Source: an optimization exercise on an open RTL-to-GDS flow (aim: small area, a short achievable clock period and few clock cycles). Production flows keep margins and buffers that such runs may drop. Where RTL was checked, it was by simulation tests only, not by an equivalence proof against the original. For runs 2 and 3, only the layout was checked, not whether the RTL still works. Power and IR drop assume default switching activity.

`design/flow/config.mk`:
```
export PLATFORM = sky130hd
export DESIGN_NAME = nibble_packer
export DESIGN_NICKNAME = nibble_packer
export VERILOG_FILES = /design/flow/design.v
export SDC_FILE = /design/flow/constraint.sdc
export NUM_CORES = 4
export LEC_CHECK = 0
export ABC_CLOCK_PERIOD_IN_PS = 4000
export CAP_MARGIN = 20
export CORE_MARGIN = 2
export CORE_UTILIZATION = 35
export PLACE_DENSITY = 0.45
export SETUP_SLACK_MARGIN = 3.4
export SLEW_MARGIN = 20
export SYNTH_HIERARCHICAL = 1
```
`design/flow/constraint.sdc`:
```
create_clock -name core_clock -period 7.5 [get_ports {clk}]
set_input_delay 1.5000 -clock core_clock [delete_from_list [all_inputs] [get_ports {clk}]]
set_output_delay 1.5000 -clock core_clock [all_outputs]
set_load 0.01 [all_outputs]
```
`design/flow/design.v`:
```
module nibble_packer #(
    parameter BMAX = 64
) (
    input  wire       clk,
    input  wire       rst,      
    input  wire       sel,
    input  wire       we,
    input  wire [7:0] addr,
    input  wire [7:0] wdata,
    output wire [7:0] rdata,
    output wire       ready
);
    localparam NMAX = 2 * BMAX;
    localparam [1:0] OP_NOP    = 2'd0;
    localparam [1:0] OP_PACK   = 2'd1;
    localparam [1:0] OP_UNPACK = 2'd2;
    localparam [1:0] OP_CLEAR  = 2'd3;
    localparam [1:0] E_NONE        = 2'd0;
    localparam [1:0] E_INVALID_LEN = 2'd1;
    localparam [1:0] E_LEN_RANGE   = 2'd2;
    localparam [1:0] E_ILLEGAL_CMD = 2'd3;
    reg [7:0]          cmd_q;
    reg [7:0]          len_q;
    reg                done_q;
    reg [1:0]          ecode_q;
    reg [7:0]          olen_q;
    reg [8*BMAX-1:0]   byte_q;    
    reg [4*NMAX-1:0]   nib_q;     
    reg [7:0]          pa_q;      
    reg [7:0]          rd_q;      
    reg                fm_q;      
    reg                wv_q;      
    reg [7:0]          ba_q;      
    reg [7:0]          wd_q;      
    wire hit = (addr == pa_q);
    assign ready = we | hit;
    assign rdata = rd_q;
    wire wr     = sel & we;
    wire rd_hit = sel & ~we & hit;
    wire rd_mis = sel & ~we & ~hit & ~fm_q;
    wire wr_cmd = wr & (addr == 8'h00);
    wire wr_len = wr & (addr == 8'h01);
    wire       c_illegal = (wdata[7:3] != 5'd0);
    wire [1:0] c_op      = wdata[1:0];
    wire       c_zs      = wdata[2];
    wire pack_odd     = len_q[0];
    wire pack_range   = (len_q > NMAX);
    wire unpack_range = (len_q > BMAX);
    wire is_nop    = wr_cmd & ~c_illegal & (c_op == OP_NOP);
    wire is_pack   = wr_cmd & ~c_illegal & (c_op == OP_PACK);
    wire is_unpack = wr_cmd & ~c_illegal & (c_op == OP_UNPACK);
    wire is_clear  = wr_cmd & ~c_illegal & (c_op == OP_CLEAR);
    wire pack_ok   = is_pack & ~pack_odd & ~pack_range;
    wire unpack_ok = is_unpack & ~unpack_range;
    reg [1:0] cmd_ecode;
    always @(*) begin
        if (c_illegal)
            cmd_ecode = E_ILLEGAL_CMD;
        else if (c_op == OP_PACK && pack_odd)
            cmd_ecode = E_INVALID_LEN;
        else if (c_op == OP_PACK && pack_range)
            cmd_ecode = E_LEN_RANGE;
        else if (c_op == OP_UNPACK && unpack_range)
            cmd_ecode = E_LEN_RANGE;
        else
            cmd_ecode = E_NONE;
    end
    always @(posedge clk) begin
        if (rst) begin
            cmd_q   <= 8'h00;
            len_q   <= 8'h00;
            done_q  <= 1'b0;
            ecode_q <= E_NONE;
            olen_q  <= 8'h00;
        end else begin
            if (wr_len)
                len_q <= wdata;
            if (wr_cmd) begin
                cmd_q   <= wdata;
                done_q  <= 1'b1;
                ecode_q <= cmd_ecode;
                if (pack_ok)
                    olen_q <= len_q >> 1;
                else if (unpack_ok)
                    olen_q <= len_q << 1;
                else if (!is_nop)
                    olen_q <= 8'h00;    
                if (is_clear)
                    len_q <= 8'h00;
            end
        end
    end
    wire [7:0] status_q = {4'b0000, ecode_q, (ecode_q != E_NONE), done_q};
    reg x_pack_q;      
    reg x_unpack_q;    
    reg x_zb_q;        
    reg x_zn_q;        
    always @(posedge clk) begin
        x_pack_q   <= ~rst & pack_ok;
        x_unpack_q <= ~rst & unpack_ok;
        x_zb_q     <= rst | is_clear | (unpack_ok & c_zs);
        x_zn_q     <= rst | is_clear | (pack_ok & c_zs);
    end
    wire [BMAX-1:0] dec_b;
    wire [NMAX-1:0] dec_n;
    genvar g;
    generate
        for (g = 0; g < BMAX; g = g + 1) begin : decb
            assign dec_b[g] = (ba_q == 8'h40 + g);
        end
        for (g = 0; g < NMAX; g = g + 1) begin : decn
            assign dec_n[g] = (ba_q == 8'h80 + g);
        end
    endgenerate
    wire [BMAX-1:0] b_pk, b_w, b_h;
    wire [NMAX-1:0] n_uk, n_w, n_h;
    wire [8*BMAX-1:0] byte_d;
    wire [4*NMAX-1:0] nib_d;
    generate
        for (g = 0; g < BMAX; g = g + 1) begin : bcell
            assign b_w[g]  = wv_q & dec_b[g];
            assign b_pk[g] = x_pack_q & (g < (len_q >> 1));
            assign b_h[g]  = ~(x_pack_q | x_zb_q | b_w[g]);
            np_sel3 #(.W(8)) u_sel (
                .a(b_pk[g]), .x({nib_q[8*g +: 4], nib_q[8*g+4 +: 4]}),
                .b(b_w[g]),  .y(wd_q),
                .c(b_h[g]),  .z(byte_q[8*g +: 8]),
                .o(byte_d[8*g +: 8]));
        end
        for (g = 0; g < NMAX; g = g + 1) begin : ncell
            assign n_w[g]  = wv_q & dec_n[g];
            assign n_uk[g] = x_unpack_q & ((g >> 1) < len_q);
            assign n_h[g]  = ~(x_unpack_q | x_zn_q | n_w[g]);
            np_sel3 #(.W(4)) u_sel (
                .a(n_uk[g]), .x((g % 2 == 0) ? byte_q[8*(g/2) + 4 +: 4] : byte_q[8*(g/2) +: 4]),
                .b(n_w[g]),  .y(wd_q[3:0]),
                .c(n_h[g]),  .z(nib_q[4*g +: 4]),
                .o(nib_d[4*g +: 4]));
        end
    endgenerate
    always @(posedge clk) begin
        byte_q <= byte_d;
        nib_q  <= nib_d;
    end
    wire [7:0] rb;
    wire [3:0] rn;
    np_aomux #(.N(BMAX), .W(8)) u_rb (.s(dec_b), .d(byte_q), .o(rb));
    np_aomux #(.N(NMAX), .W(4)) u_rn (.s(dec_n), .d(nib_q), .o(rn));
    reg [7:0] fdata;
    always @(*) begin
        case (ba_q)
            8'h00: fdata = cmd_q;
            8'h01: fdata = len_q;
            8'h02: fdata = status_q;
            8'h03: fdata = olen_q;
            8'h04: fdata = BMAX[7:0];
            default: fdata = rb | {4'b0000, rn};
        endcase
    end
    always @(posedge clk) begin
        if (rst) begin
            pa_q <= 8'h00;
            ba_q <= 8'h01;
            fm_q <= 1'b0;
            wv_q <= 1'b0;
            rd_q <= 8'h00;
        end else if (wr) begin
            pa_q <= 8'h02;
            ba_q <= addr;
            wd_q <= wdata;
            fm_q <= 1'b0;
            wv_q <= 1'b1;
            rd_q <= wr_cmd ? {4'b0000, cmd_ecode, (cmd_ecode != E_NONE), 1'b1} : status_q;
        end else if (wv_q) begin
            if (rd_hit) begin
                pa_q <= 8'h03;
                ba_q <= 8'h04;
                rd_q <= olen_q;
            end else if (rd_mis) begin
                ba_q <= addr;
                fm_q <= 1'b1;
            end else begin
                ba_q <= 8'h03;
            end
            wv_q <= 1'b0;
        end else if (fm_q | rd_hit) begin
            pa_q <= ba_q;
            ba_q <= ba_q + 8'd1;
            fm_q <= 1'b0;
            rd_q <= fdata;
        end else if (rd_mis) begin
            ba_q <= addr;
            fm_q <= 1'b1;
        end
    end
endmodule
module np_sel3 #(
    parameter W = 8
) (
    input  wire         a,
    input  wire         b,
    input  wire         c,
    input  wire [W-1:0] x,
    input  wire [W-1:0] y,
    input  wire [W-1:0] z,
    output wire [W-1:0] o
);
    assign o = ({W{a}} & x) | ({W{b}} & y) | ({W{c}} & z);
endmodule
module np_aomux #(
    parameter N = 64,
    parameter W = 8
) (
    input  wire [N-1:0]   s,
    input  wire [N*W-1:0] d,
    output wire [W-1:0]   o
);
    localparam N2 = (N % 3 == 0) ? 0 : (N % 3 == 2) ? 1 : 2;
    localparam N3 = (N - 2 * N2) / 3;
    localparam NG = N3 + N2;
    wire [NG*W-1:0] gn;    
    genvar i, b;
    generate
        for (i = 0; i < N3; i = i + 1) begin : g3
            np_aoi3 #(.W(W)) u (.s(s[3*i +: 3]), .d(d[3*W*i +: 3*W]), .on(gn[W*i +: W]));
        end
        for (i = 0; i < N2; i = i + 1) begin : g2
            np_aoi2 #(.W(W)) u (.s(s[3*N3 + 2*i +: 2]), .d(d[W*(3*N3 + 2*i) +: 2*W]),
                                .on(gn[W*(N3 + i) +: W]));
        end
        for (b = 0; b < W; b = b + 1) begin : ob
            wire [NG-1:0] col;
            for (i = 0; i < NG; i = i + 1) begin : c
                assign col[i] = gn[W*i + b];
            end
            assign o[b] = ~&col;
        end
    endgenerate
endmodule
module np_aoi3 #(
    parameter W = 8
) (
    input  wire [2:0]     s,
    input  wire [3*W-1:0] d,
    output wire [W-1:0]   on
);
    assign on = ~(({W{s[0]}} & d[0 +: W]) | ({W{s[1]}} & d[W +: W]) | ({W{s[2]}} & d[2*W +: W]));
endmodule
module np_aoi2 #(
    parameter W = 8
) (
    input  wire [1:0]     s,
    input  wire [2*W-1:0] d,
    output wire [W-1:0]   on
);
    assign on = ~(({W{s[0]}} & d[0 +: W]) | ({W{s[1]}} & d[W +: W]));
endmodule
```
`design/flow/run.sh`:
```
#!/bin/bash
# synth_recipe.tcl (not shown) runs the flow's synth.tcl, then flattens the netlist and writes it again
# the make line also repeats each setting of config.mk as NAME=value (left out here)
make -C /OpenROAD-flow-scripts/flow DESIGN_CONFIG=/design/flow/config.mk WORK_HOME=/design/flow/orfs CLKGATE_MAP_FILE= SYNTH_SCRIPT=/design/flow/synth_recipe.tcl finish
```
==> results of run 1 <==
state kept, by name (all words and copies together), names as in the netlist:
register,count
wv_q,1
wd_q,8
x_zb_q,1
rd_q,8
ecode_q,2
nib_q,512
pa_q,8
x_unpack_q,1
len_q,8
fm_q,1
olen_q,8
done_q,1
x_zn_q,1
x_pack_q,1
ba_q,8
byte_q,512
cmd_q,8
stage by stage:
| stage | setup slack [ns] | cells | util (%) |
|---|---|---|---|
| 2_1_floorplan | 3.41 | 5074 | - |
| 3_3_place_gp | 2.19 | 6649 | 36.8 |
| 3_5_place_dp | 2.16 | 6649 | 36.8 |
| 4_1_cts | 3.24 | 6906 | 40.4 |
| 5_1_grt | 3.27 | 6932 | 40.7 |
| 6_report | 3.15 | 6935 | 40.7 |
synthesized netlist by cell type (8+ instances only):
cell type	instances
dfxtp_1	1081
and4_1	9
inv_1	1042
a21oi_1	66
a22oi_2	15
and2_1	37
nor2_1	654
nor2b_1	16
a222oi_1	1353
o21ai_0	32
nand2_1	73
a22oi_1	28
clkbuf_1	136
a21boi_0	19
nand3_1	38
nor4_1	24
nor3_1	24
o21a_1	12
clkbuf_2	168
a211oi_1	9
nand4_1	89
mux2i_1	16
edfxtp_1	8
path summary, 6_finish.rpt:
path	start	to	slack (ns)	cells after the start
min	olen_q[5]	olen_q[5]	0.50	2
min reg2reg	olen_q[5]	olen_q[5]	0.50	2
max	ba_q[0]	rd_q[2]	3.15	14
max reg2reg	ba_q[0]	rd_q[2]	3.15	14
layer usage:
metal	up-vias	GRT usage (%)	wire length (um)
met2	3605	47.2	97600
met4	8	15.8	12600
met3	590	7.12	28800
met1	23700	45.1	94100
li1	20400	-	-
met5	-	0	50
final cells by class:
type,count,area share [%]
flip-flops and latches,1089,40.2
multi-input cells,2625,37.7
clock buffers,199,7.23
inverters,1042,7.18
well taps,1768,4.06
repair buffers,173,2.84
clock inverters,36,0.783
diodes,3,0.0138
logic make-up after synthesis:
kind of cell	Yosys count
adders and majority gates	4
xor gates and xnor gates	10
AOI/OAI and AO/OA	1584
DFF	1089
buffers and inverters	1360
and+or+nand+nor	1011
muxes	16
power groups by stage:
stage / combinational (mW) / sequential (mW) / clock, mW
after floorplan: 0.227 / 5.99 / 0
final: 0.601 / 5.84 / 6.51
after CTS: 0.545 / 5.83 / 6.60
after global placement: 0.520 / 5.96 / 0
after detailed placement: 0.517 / 5.96 / 0
after global routing: 0.612 / 5.83 / 6.84
what timing repair did:
action / in CTS / in global routing
pin swaps: 33 / 27
buffers inserted: 22 / 25
gates resized for setup: 99 / 40
endpoints found under the setup margin: 9 / 8
tightest hold or removal path, cell delays in order, from the launching register on:
cell     delay [ns]
dfxtp_1        0.34
nand2_1        0.06
a21oi_1        0.05
==> notes.md, run 1 <==
- Die Span Y: about 370 um
- Vias per cell: roughly 7.0
- FF+latch count, synth: roughly 1.1k
- WS Path Type: flop to flop
- Post-synth EDFFs: 8
- Core area: approximately 130000 um^2
- Clock Skews: between 0.02 and 0.025 ns
- Top achievable clock speed: 230 MHz
- Post-route ant nets: 0
- Arrival @ worst endpoint: 4.97 ns
- Comb pwr share: about 4.6%
- Leakage: between 20 and 30 nW
- Critical path launch point type: flop
- Vias: around 48k
- Max cap viols: 0
- Final min period: 4.35 ns
- Asr flop ratio synth: 0%
- Min-Delay Path Class: flop to flop
- Post-synthesis xor/xnor area fraction: less than 1%
- Slowest library cell on the worst path: a222oi_1
- Initial Util: a little over a third
- Ranking of synthesized cells by area: dfxtp_1 (46%), a222oi_1 (29%), inv_1 (8.3%), nor2_1 (5.2%), clkbuf_2 (1.8%)
- Initial antenna violation count: 10
- Outcome: no timing/DRC/antenna violations
- Most Frequent Cell on Critical Path: nand4_1
- Post-synthesis mux area share: 0.339%
- Fillers: about 13k
- DPL Wire Length: 158 mm
- Post-Synth Simple-Gate Area: 9.61%
- Total CTS buffers: 131
- Crit-path max FO: 8
- Top_reg_cell synth: dfxtp_1
- First-pass GRT wire length: about 330 mm
- Syn_area_per_cell: 9.32 um^2
- CP Cell Sequence: clkinvlp_4 -> ha_4 -> nand2_2 -> buf_12 -> nor2_2 -> a222oi_1 -> nand4_1 -> nor4_4 -> nand4_1 -> nor2_4 -> nor3_1 -> a221o_1 -> nand3_1 -> a21oi_1
- Worst path top cell family by delay: simple AND/OR/NAND/NOR gates
- Compound-cell area share of the yosys netlist: 32.1%
- Clock latency on the worst-skew pair: 0.78 ns
- CP Capture Type: flop
- Most frequent cells in the layout: a222oi_1 (1353), dfxtp_1 (1071), inv_1 (1040), nor2_1 (644), clkbuf_16 (136)
- Routability Congestion: 0.966
- Pwr dens: between 200 and 250 nW/um^2
- Worst-margin pin slew: roughly 1.3 ns
- CTS Root Cell: clkbuf_16
- Cts hold-fix bufs: 0
- Multi-input logic area: roughly 21000 um^2
- Largest net degree at the start of global routing: 147
- I/O Buffers: 28
- Yosys top cell by area: dfxtp_1
- Tcrit/Tclk final: between 50 and 60%
- Post-synthesis adder-cell area fraction: 0.106%
- CP max stage delay: ~0.8 ns
- CTS tree: yes
- Sequential area share after synthesis: a little under half
- # setup viols final: 0
- Wire per inst: 33.6 um
- Grt ovf: 0
- Tightest hold margin: a little under 0.5 ns
- Overall power: around 13 mW
- Seq pwr share: approximately 45%
- Slew margin rel.: 12.9%
- DR pass1 iterations: 17
- Dpl cell area: around 49000 um^2
- Max VDD drop: between 0.00015 and 0.0002 V
- Syn Inst Count: 5074
- DRC Markers: 0
- Width of the die: 371 um
- 1st-iter DRT viols: around 14k
- FP Rows: ~130
- Final hold violation count: 0
- Worst Path Buf+Inv: 2
- Design Area, Final: 54500 um^2
- Syn nets: just over 5k
- Area Overhead vs Synth: 15.3%
- RSZ-0062 raised after global routing: yes
- Total GRT Usage: between 30 and 40%
- Overall die area: 138000 um^2
- Number of global-route vias before repair: 43.0k
- Int Pwr: approximately 9.8 mW
- Final WL: between 200 and 250 mm
- Post-synth top area share: between 40% and 50%
- Sequential cell area: around 22000 um^2
- Psw: 3.15 mW
- Num ports: 29
- H-tree depth: 4
- Clock Power Share: 50.3%
- Most common cell after layout, fill and taps aside: a222oi_1
- Largest family of logic cells by synthesized area: compound AO/OA/AOI/OAI gates
- Unique masters post-synth: 71
- Clock Pin Slew Worst Setup and Hold Paths: 0.06 ns
- Syn. warnings: 7
- CTS max path bufs: 3
- Mapped Area: between 40000 and 50000 um^2
- Setup TNS: 0 ns
- Layout cells sized above 1: 9.06%
- WP data required: about 8.1 ns
- Max-slew violations: 0
- Switching share of power: 24.3%
- TritonCTS Sinks: around 1.1k
- Nets: roughly 5.1k
Testbench counts, summed over its fixed seeds: cycles 29,371.
==> run 2, diff against run 1 <==
--- a/design/flow/design.v
+++ b/design/flow/design.v
@@ -33,5 +33,5 @@
     reg [7:0]          ba_q;      
     reg [7:0]          wd_q;      
-    wire hit = (addr == pa_q);
+    wire hit = ~fm_q & (addr == pa_q);
     assign ready = we | hit;
     assign rdata = rd_q;
@@ -178,4 +178,5 @@
                 rd_q <= olen_q;
             end else if (rd_mis) begin
+                pa_q <= addr;
                 ba_q <= addr;
                 fm_q <= 1'b1;
@@ -190,4 +191,5 @@
             rd_q <= fdata;
         end else if (rd_mis) begin
+            pa_q <= addr;
             ba_q <= addr;
             fm_q <= 1'b1;
@@ -214,44 +216,11 @@
     input  wire [N-1:0]   s,
     input  wire [N*W-1:0] d,
-    output wire [W-1:0]   o
+    output reg  [W-1:0]   o
 );
-    localparam N2 = (N % 3 == 0) ? 0 : (N % 3 == 2) ? 1 : 2;
-    localparam N3 = (N - 2 * N2) / 3;
-    localparam NG = N3 + N2;
-    wire [NG*W-1:0] gn;    
-    genvar i, b;
-    generate
-        for (i = 0; i < N3; i = i + 1) begin : g3
-            np_aoi3 #(.W(W)) u (.s(s[3*i +: 3]), .d(d[3*W*i +: 3*W]), .on(gn[W*i +: W]));
-        end
-        for (i = 0; i < N2; i = i + 1) begin : g2
-            np_aoi2 #(.W(W)) u (.s(s[3*N3 + 2*i +: 2]), .d(d[W*(3*N3 + 2*i) +: 2*W]),
-                                .on(gn[W*(N3 + i) +: W]));
-        end
-        for (b = 0; b < W; b = b + 1) begin : ob
-            wire [NG-1:0] col;
-            for (i = 0; i < NG; i = i + 1) begin : c
-                assign col[i] = gn[W*i + b];
-            end
-            assign o[b] = ~&col;
-        end
-    endgenerate
+    integer i;
+    always @(*) begin
+        o = {W{1'b0}};
+        for (i = 0; i < N; i = i + 1)
+            o = o | ({W{s[i]}} & d[W*i +: W]);
+    end
 endmodule
-module np_aoi3 #(
-    parameter W = 8
-) (
-    input  wire [2:0]     s,
-    input  wire [3*W-1:0] d,
-    output wire [W-1:0]   on
-);
-    assign on = ~(({W{s[0]}} & d[0 +: W]) | ({W{s[1]}} & d[W +: W]) | ({W{s[2]}} & d[2*W +: W]));
-endmodule
-module np_aoi2 #(
-    parameter W = 8
-) (
-    input  wire [1:0]     s,
-    input  wire [2*W-1:0] d,
-    output wire [W-1:0]   on
-);
-    assign on = ~(({W{s[0]}} & d[0 +: W]) | ({W{s[1]}} & d[W +: W]));
-endmodule
--- a/design/flow/config.mk
+++ b/design/flow/config.mk
@@ -8,7 +8,7 @@
 export ABC_CLOCK_PERIOD_IN_PS = 4000
 export CAP_MARGIN = 20
+export CELL_PAD_IN_SITES_DETAIL_PLACEMENT = 1
 export CORE_MARGIN = 2
 export CORE_UTILIZATION = 35
-export PLACE_DENSITY = 0.45
 export SETUP_SLACK_MARGIN = 3.4
 export SLEW_MARGIN = 20
==> run 2 against run 1 <==
Still clean on timing, DRC and antenna. Core utilization is 0.27 points lower. Hold slack worse by 0.025 ns. Flip-flop and latch count stayed put. Clock-buffer cell count is 30 lower. Sequential power hardly changed. Synthesized cell count is 3.9% higher. Power is 0.64% lower. Via count is 9.0% higher. Setup slack better by 0.035 ns. Die area is 2.1% higher. First-iteration DRC count is 4.0% higher. Largest power group unchanged.
==> notes.md, run 2 <==
- R2r setup slk: 3.19 ns (+0.03 ns)
- Seq pwr share: 45.4% (+0.3 points)
- Total GRT Usage: 37.9% (+5.4 points)
- Hold_sp: cmd_q[2]
- Most common cell after layout, fill and taps aside: dfxtp_1
- RSZ-0062 raised after global routing: yes
- Placed cell count: 6834 (+2.8%)
- Reg2Reg Depth: 12 (-2)
- Highest routed layer: met5
- Ranking of synthesized cells by area: dfxtp_1 (45%), a222oi_1 (21%), inv_1 (8.2%), nor2_1 (5.2%), a22o_1 (4.0%)
- Area Overhead vs Synth: 15.0%
- Worst-margin pin slew: 1.27 ns (-0.0373 ns)
- TritonCTS Sinks: 1089 (unchanged)
- First-pass GRT wire length: 383 mm (+17%)
- Post-synth EDFFs: 8 (unchanged)
- Unique masters post-synth: 66 (-7.0%)
- Nets: 5200 (+2.2%)
- Reg2Reg Capture Point: rd_q[1]
- DR pass1 iterations: 17 (unchanged)
- Arrival @ worst endpoint: 4.98 ns (about the same)
- DPL Wire Length: 194 mm (+23%)
- Num ports: 29 (unchanged)
- Syn. warnings: 9 (+2)
- Most frequent cell after synthesis: dfxtp_1
- Pwr dens: 232 nW/um^2 (-2.4%)
- Multi-input logic area: 21900 um^2 (+6.8%)
- Total CTS buffers: 120 (-8.4%)
- Syn Inst Count: 5271 (+3.9%)
- Sequential area share after synthesis: 45.3% (-0.96 points)
- Final WL: 280 mm (+20%)
- CTS tree: yes
- Crit. Startpoint: ba_q[1]
- Post-synth top area share: 44.8% (-0.95 points)
- Vias: 52.6k (+9.0%)
- Yosys top cell by area: dfxtp_1
- DRC Markers: 0 (unchanged)
- Max cap viols: 0 (unchanged)
- Final Non-Filler Cells: 7082 (+2.1%)
- Core area: 137000 um^2 (+2.5%)
- Clock Power Share: 50.1% (-0.2 points)
- Max VDD drop: 0.000192 V (+9.2%)
- Min-Delay Path Class: flop to flop
- Reg-to-reg startpoint: ba_q[1]
- FF+latch count, synth: 1089 (unchanged)
- Initial antenna violation count: 15 (+5)
- Worst Hold End: cmd_q[2]
- Fillers: 15.6k (+17%)
- Design Area, Final: 55500 um^2 (+1.8%)
- Met1 Wirelength: 99.2 mm (+5.4%)
- Int Pwr: 9.70 mW (-0.90%)
- Syn_area_per_cell: 9.16 um^2 (-1.7%)
- Final hold violation count: 0 (unchanged)
- CTS Root Cell: clkbuf_16
- Wire per inst: 39.5 um (+17%)
- Dpl cell area: 50000 um^2 (+1.7%)
- Layout cells sized above 1: 9.33% (+0.26 points)
- H-tree depth: 3 (-1)
- I/O Buffers: 28 (unchanged)
- Mapped Area: 48300 um^2 (+2.1%)
- Initial Util: 35.2% (-0.14 points)
- Met2 Wirelength: 110 mm (+13%)
- Die Span Y: 375 um (+1.0%)
- Switching share of power: 24.5% (+0.20 points)
- Asr flop ratio synth: 0% (unchanged)
- 1st-iter DRT viols: 14.6k (+4.0%)
- Outcome: no timing/DRC/antenna violations
- Leakage: 26.7 nW (+1.9%)
- Number of global-route vias before repair: 48.3k (+12%)
- WS Path Type: flop to flop
- Sequential cell area: 21900 um^2 (about the same)
- Max-slew violations: 0 (unchanged)
- Synth cell count leaders: dfxtp_1 (1081), inv_1 (1049), a222oi_1 (1025)
- CP Capture Type: flop
- Routability Congestion: 1.10 (+14%)
- WP data required: 8.16 ns (+0.04 ns)
- Grt ovf: 0 (unchanged)
- Tcrit/Tclk final: 57.5% (-0.47 points)
- Setup TNS: 0 ns (unchanged)
- Met3 WL post-DR: 44.0 mm (+53%)
- Clock Skews: 0.0293 ns (+0.00635 ns)
- Top achievable clock speed: 232 MHz (+0.81%)
- Final min period: 4.31 ns (-0.0350 ns)
- Overall die area: 141000 um^2 (+2.1%)
- Crit-path max FO: 13 (+5)
- CTS max path bufs: 3 (unchanged)
- Vias per cell: 7.43 (+6.7%)
- Top_reg_cell synth: dfxtp_1
- Psw: 3.16 mW (+0.19%)
- Width of the die: 375 um (+1.0%)
- # setup viols final: 0 (unchanged)
- Leading registers by flop count: byte_q (512), nib_q (512)
- Post-route ant nets: 0 (unchanged)
- Slew margin rel.: 15.4% (+2.5 points)
- Most frequent cells in the layout: dfxtp_1 (1073), inv_1 (1049), a222oi_1 (1025), nor2_1 (654), a22o_1 (217)
- Largest net degree at the start of global routing: 157 (+6.8%)
- Critical path launch point type: flop
- Worst hold path depth: 2 (unchanged)
- Clock Pin Slew Worst Setup and Hold Paths: 0.06 ns (about the same)
- FP Rows: 136 (+1.5%)
- Comb pwr share: 4.5% (about the same)
- Syn nets: 5295 (+3.9%)
- Clock latency on the worst-skew pair: 0.79 ns (about the same)
==> run 2: changes by cell type after synthesis, sizes merged, moves of 9 or more <==
cell    previous run  this run
a22o               0       218
and2              38        22
nor2             654       667
a221oi             2       223
a22oi             45       104
a21oi             66        90
a222oi          1353      1025
o21ai             38        29
clkbuf           304       290
buf               14        51
==> run 2: cells by family after synthesis <==
logic type / Yosys count / synth area share (%)
AO/OA/AOI/OAI: 1773 / 33.7
buffers and inverters: 1391 / 11.4
flip-flops: 1089 / 45.3
AND/OR/NAND/NOR: 990 / 9.00
multiplexers: 14 / 0.290
XOR/XNOR: 10 / 0.181
adder cells (fa/ha/maj): 4 / 0.104
==> run 2: what timing repair did <==
| item | 4_1_cts | 5_1_grt |
|---|---|---|
| pin swaps | 12 | 12 |
| setup endpoints to repair | 46 | 87 |
| hold endpoints to repair | 0 | 0 |
| resized for setup | 177 | 63 |
| cloned | 1 | 0 |
| setup buffers | 8 | 3 |
| hold buffers | 0 | 0 |
==> run 2: routing by layer <==
layer,track usage (%),up-vias
met3,15.0,1223
met5,0.515,-
met2,52.7,4742
li1,-,20600
met1,46.8,26000
met4,28.0,12
==> run 2: worst max-delay path: stages, from the launching register on <==
cell and delay [ns]:
dfxtp_2 0.39, inv_1 0.10, ha_2 0.29, nand2_4 0.23, buf_4 0.34, nor2_1 0.16
a22o_1 0.24, a221oi_1 0.63, nand4_1 0.33, nor3_2 0.53, nand3_1 0.36, o311ai_1 0.44
a31oi_1 0.13
==> run 2: metrics by stage <==
stage               worst slack (ns)  utilization (%)  total power [mW]  hold WS, ns
finish                          3.19             40.5              12.9        0.471
global route                    3.22             40.4              13.1        0.501
CTS                             3.25             40.1              12.8        0.466
detailed placement              2.17             36.5              6.48        0.451
global placement                2.22             36.5              6.47        0.453
floorplan                       3.32                -              6.23        0.432
==> run 2: cell type report <==
class                           instances  share of cell area [%]
Antenna cell                           13                  0.0586
Tap cell                             1794                    4.04
Sequential cell                      1089                    39.5
Timing Repair Buffer                  124                    2.22
Clock inverter                         52                    1.42
Clock buffer                          169                    6.16
Inverter                             1050                    7.10
Multi-Input combinational cell       2791                    39.5
==> run 2: how the worst max path moves through the flow <==
| stage | end | slack (ns) | depth (start not counted) |
|---|---|---|---|
| 5_1_grt | ready | 3.22 | 6 |
| 3_5_place_dp | ready | 2.17 | 6 |
| 6_report | rd_q[1] | 3.19 | 12 |
| 2_1_floorplan | ready | 3.32 | 5 |
| 4_1_cts | ready | 3.25 | 6 |
| 3_3_place_gp | ready | 2.22 | 6 |
==> run 2: power by group through the flow <==
stage / Sequential (mW) / Clock, mW / Combinational [mW]
2_1_floorplan: 5.99 / 0 / 0.239
3_5_place_dp: 5.96 / 0 / 0.513
6_report: 5.84 / 6.44 / 0.583
3_3_place_gp: 5.96 / 0 / 0.507
5_1_grt: 5.84 / 6.69 / 0.582
4_1_cts: 5.84 / 6.45 / 0.541
==> run 3, diff against run 2 <==
--- a/design/flow/config.mk
+++ b/design/flow/config.mk
@@ -8,7 +8,7 @@
 export ABC_CLOCK_PERIOD_IN_PS = 4000
 export CAP_MARGIN = 20
-export CELL_PAD_IN_SITES_DETAIL_PLACEMENT = 1
 export CORE_MARGIN = 2
 export CORE_UTILIZATION = 35
+export PLACE_DENSITY = 0.45
 export SETUP_SLACK_MARGIN = 3.4
 export SLEW_MARGIN = 20
==> run 3 against run 2 <==
Sequential share of layout area barely moved. Cell area barely moved. Routed wire length rose by 1.8%. Setup slack improved by 0.073 ns. Core utilization barely moved. Critical path depth fell by 6. Register-to-register slack improved by 0.11 ns. Clock power barely moved. Global-route usage rose by 0.73 points. Clock-buffer cell count rose by 32. Die area did not move. Critical path type is now primary input to primary output.
==> notes.md, run 3 <==
- Initial antenna violation count: 15 (unchanged)
- Initial Util: 35.2% (unchanged)
- Arrival @ worst endpoint: 2.74 ns (-2.24 ns)
- Final hold violation count: 0 (unchanged)
- Compound-cell area share of the yosys netlist: 33.7% (unchanged)
- CTS Root Cell: clkbuf_16
- Wire per inst: 40.0 um (+1.4%)
- Clock Power Share: 50.2% (about the same)
- Post-route ant nets: 0 (unchanged)
- Area Overhead vs Synth: 15.0% (about the same)
- CTS tree: yes
- Crit-path max FO: 6 (-7)
- Max cap viols: 0 (unchanged)
- Hold_sp: cmd_q[5]
- Int Pwr: 9.69 mW (-0.17%)
- Tcrit/Tclk final: 56.5% (-0.97 points)
- Largest family of logic cells by synthesized area: compound AO/OA/AOI/OAI gates
- Max VDD drop: 0.000137 V (-28%)
- Post-Synth Simple-Gate Area: 9.00% (unchanged)
- Sequential area share after synthesis: 45.3% (unchanged)
- Syn_area_per_cell: 9.16 um^2 (unchanged)
- CTS max path bufs: 3 (unchanged)
- Clock Pin Slew Worst Setup and Hold Paths: 0.05 ns (about the same)
- Critical path launch point type: primary input
- Min-Delay Path Class: flop to flop
- Final Non-Filler Cells: 7107 (+0.35%)
- RSZ-0062 raised after global routing: yes
- DPL Wire Length: 200 mm (+2.7%)
- WP data required: 6.00 ns (-2.16 ns)
- Slew margin rel.: 5.98% (-9.4 points)
- Ranking of synthesized cells by area: dfxtp_1 (45%), a222oi_1 (21%), inv_1 (8.2%), nor2_1 (5.2%), a22o_1 (4.0%)
- Asr flop ratio synth: 0% (unchanged)
- Post-synthesis mux area share: 0.290% (unchanged)
- DR pass1 iterations: 15 (-2)
- Mapped Area: 48300 um^2 (unchanged)
- Pwr dens: 232 nW/um^2 (+0.20%)
- Total CTS buffers: 131 (+9.2%)
- Pre-CTS WS: 2.19 ns (+0.0110 ns)
- Unique masters post-synth: 66 (unchanged)
- Synth cell count leaders: dfxtp_1 (1081), inv_1 (1049), a222oi_1 (1025)
- Largest net degree at the start of global routing: 138 (-12%)
- Vias: 51.0k (-2.9%)
- Reg-to-reg startpoint: ba_q[0]
- Leading registers by flop count: byte_q (512), nib_q (512)
- TritonCTS Sinks: 1089 (unchanged)
- Overall power: 12.9 mW (+0.22%)
- Psw: 3.20 mW (+1.4%)
- Die Span Y: 375 um (unchanged)
- Placed cell count: 6851 (+0.25%)
- 1st-iter DRT viols: 14.5k (-0.53%)
- Worst-margin pin slew: 1.40 ns (+0.126 ns)
- Syn nets: 5295 (unchanged)
- Seq pwr share: 45.3% (about the same)
- Post-synthesis adder-cell area fraction: 0.104% (unchanged)
- FF+latch count, synth: 1089 (unchanged)
- Yosys top cell by area: dfxtp_1
- Vias per cell: 7.18 (-3.3%)
- Overall die area: 141000 um^2 (unchanged)
- Number of global-route vias before repair: 44.7k (-7.5%)
- I/O Buffers: 28 (unchanged)
- Most frequent cell after synthesis: dfxtp_1
- Num ports: 29 (unchanged)
- Layout cells sized above 1: 9.24% (-0.087 points)
- Clock latency on the worst-skew pair: 0.82 ns (+0.03 ns)
- First-pass GRT wire length: 381 mm (-0.40%)
- WS Path Type: primary input to primary output
- DRC Markers: 0 (unchanged)
- Outcome: no timing/DRC/antenna violations
- Final min period: 4.24 ns (-0.0731 ns)
- Post-synthesis xor/xnor area fraction: 0.181% (unchanged)
- Crit. Startpoint: addr[3]
- Worst hold path depth: 2 (unchanged)
- Total GRT Usage: 38.6% (+0.73 points)
- Top_reg_cell synth: dfxtp_1
- Final WL: 285 mm (+1.8%)
- Routability Congestion: 1.08 (-1.9%)
- Grt ovf: 0 (unchanged)
- Worst setup margin: 3.26 ns (+0.0731 ns)
- Nets: 5230 (+0.58%)
- Core Util, Final: 40.5% (about the same)
- Leakage: 26.7 nW (about the same)
- Width of the die: 375 um (unchanged)
- Reg2Reg Depth: 12 (unchanged)
- H-tree depth: 4 (+1)
- Clock Skews: 0.0411 ns (+0.0118 ns)
- Max-slew violations: 0 (unchanged)
- Core area: 137000 um^2 (unchanged)
- CP Capture Type: primary output
- Post-synth EDFFs: 8 (unchanged)
- Post-synth top area share: 44.8% (unchanged)
- Comb pwr share: 4.5% (about the same)
- Most common cell after layout, fill and taps aside: dfxtp_1
- FP Rows: 136 (unchanged)
- Setup TNS: 0 ns (unchanged)
- Most frequent cells in the layout: dfxtp_1 (1073), inv_1 (1049), a222oi_1 (1025), nor2_1 (657), a22o_1 (217)
- Top achievable clock speed: 236 MHz (+1.7%)
- Syn. warnings: 9 (unchanged)
- # setup viols final: 0 (unchanged)
- Syn Inst Count: 5271 (unchanged)
- Switching share of power: 24.8% (+0.30 points)
run 3: what timing repair did:
action	4_1_cts	5_1_grt
cloned	0	0
gates resized for setup	177	46
hold endpoints to repair	0	0
hold buffers	0	0
setup buffers	7	9
pin swaps	14	11
setup endpoints to repair	9	18
run 3: logic make-up after synthesis:
| family | Yosys count |
|---|---|
| AOI/OAI and AO/OA | 1773 |
| adders and majority gates | 4 |
| buffers and inverters | 1391 |
| and+or+nand+nor | 990 |
| muxes | 14 |
| DFF | 1089 |
| xor gates and xnor gates | 10 |
run 3: final timing paths:
path / slack (ns) / end
worst max register to register: 3.30 / rd_q[0]
worst min-delay path: 0.48 / cmd_q[5]
worst max-delay path: 3.26 / ready
worst min register to register: 0.48 / cmd_q[5]
run 3: layout make-up:
class,instances,area (um^2)
fillers,13800,81600
flip-flops and latches,1089,21900
multi-input cells,2791,21800
inverters,1050,3940
clock buffers,201,3920
well taps,1794,2240
repair buffers,143,1330
clock inverters,29,349
diodes,10,25.0
run 3: power groups by stage:
stage / sequential, mW / clock (mW) / combinational (mW)
3_3_place_gp: 5.96 / 0 / 0.527
3_5_place_dp: 5.96 / 0 / 0.525
6_report: 5.84 / 6.47 / 0.581
2_1_floorplan: 5.99 / 0 / 0.239
5_1_grt: 5.84 / 6.75 / 0.584
4_1_cts: 5.83 / 6.52 / 0.547
run 3: layer usage:
layer | vias up | GRT usage, % | part of all wire [%]
li1 | 20700 | - | -
met3 | 880 | 12.2 | 14
met2 | 4374 | 54.5 | 40
met4 | 8 | 25.5 | 7.9
met1 | 25100 | 50.3 | 38
met5 | - | 0 | 0.020
run 3: metrics by stage:
stage,hold slack (ns),area (um^2)
floorplan,0.432,48300
global placement,0.462,50100
detailed placement,0.464,50100
CTS,0.475,55200
global route,0.506,55500
finish,0.476,55500
run 3: worst max-delay path, stage by stage:
cell and delay, ns:
clkdlybuf4s15_1 0.29, xnor2_1 0.24, nand4_1 0.21, nor3_4 0.25, or2_4 0.16, buf_6 0.09

afterwards: timing with drivers on the ports:
Ports are ideal in the flow. The routed layouts listed here were re-timed in OpenROAD. Step 1 assumes that a clkbuf_16 drives the clock port and a buf_2 every other input. Step 2, shift: input delay + t, output delay - t, t = (earliest + latest rising clock arrival at the registers) / 2. This alone moves slack from input paths to output paths. a / b / c = no drivers / after step 1 / after step 2; a / b = the first two.
| run | t (ns) | setup WS [ns] | worst setup path at the end | latest minus earliest clock arrival (ns) | pins driven straight from the clock port |
|---|---|---|---|---|---|
| run 1 | 0.855 | 3.151 / 3.151 / 3.151 | register to register | 0.029 / 0.029 | 1 |
| run 2 | 0.865 | 3.186 / 3.186 / 2.966 | input to register | 0.039 / 0.039 | 1 |
| run 3 | 0.871 | 3.260 / 3.235 / 2.859 | input to register | 0.053 / 0.054 | 1 |
After both steps setup and hold are still met in every run listed. For run 3, which loses most, drivers alone change the setup slack by -0.025 ns; drivers and shift together by -0.401 ns.
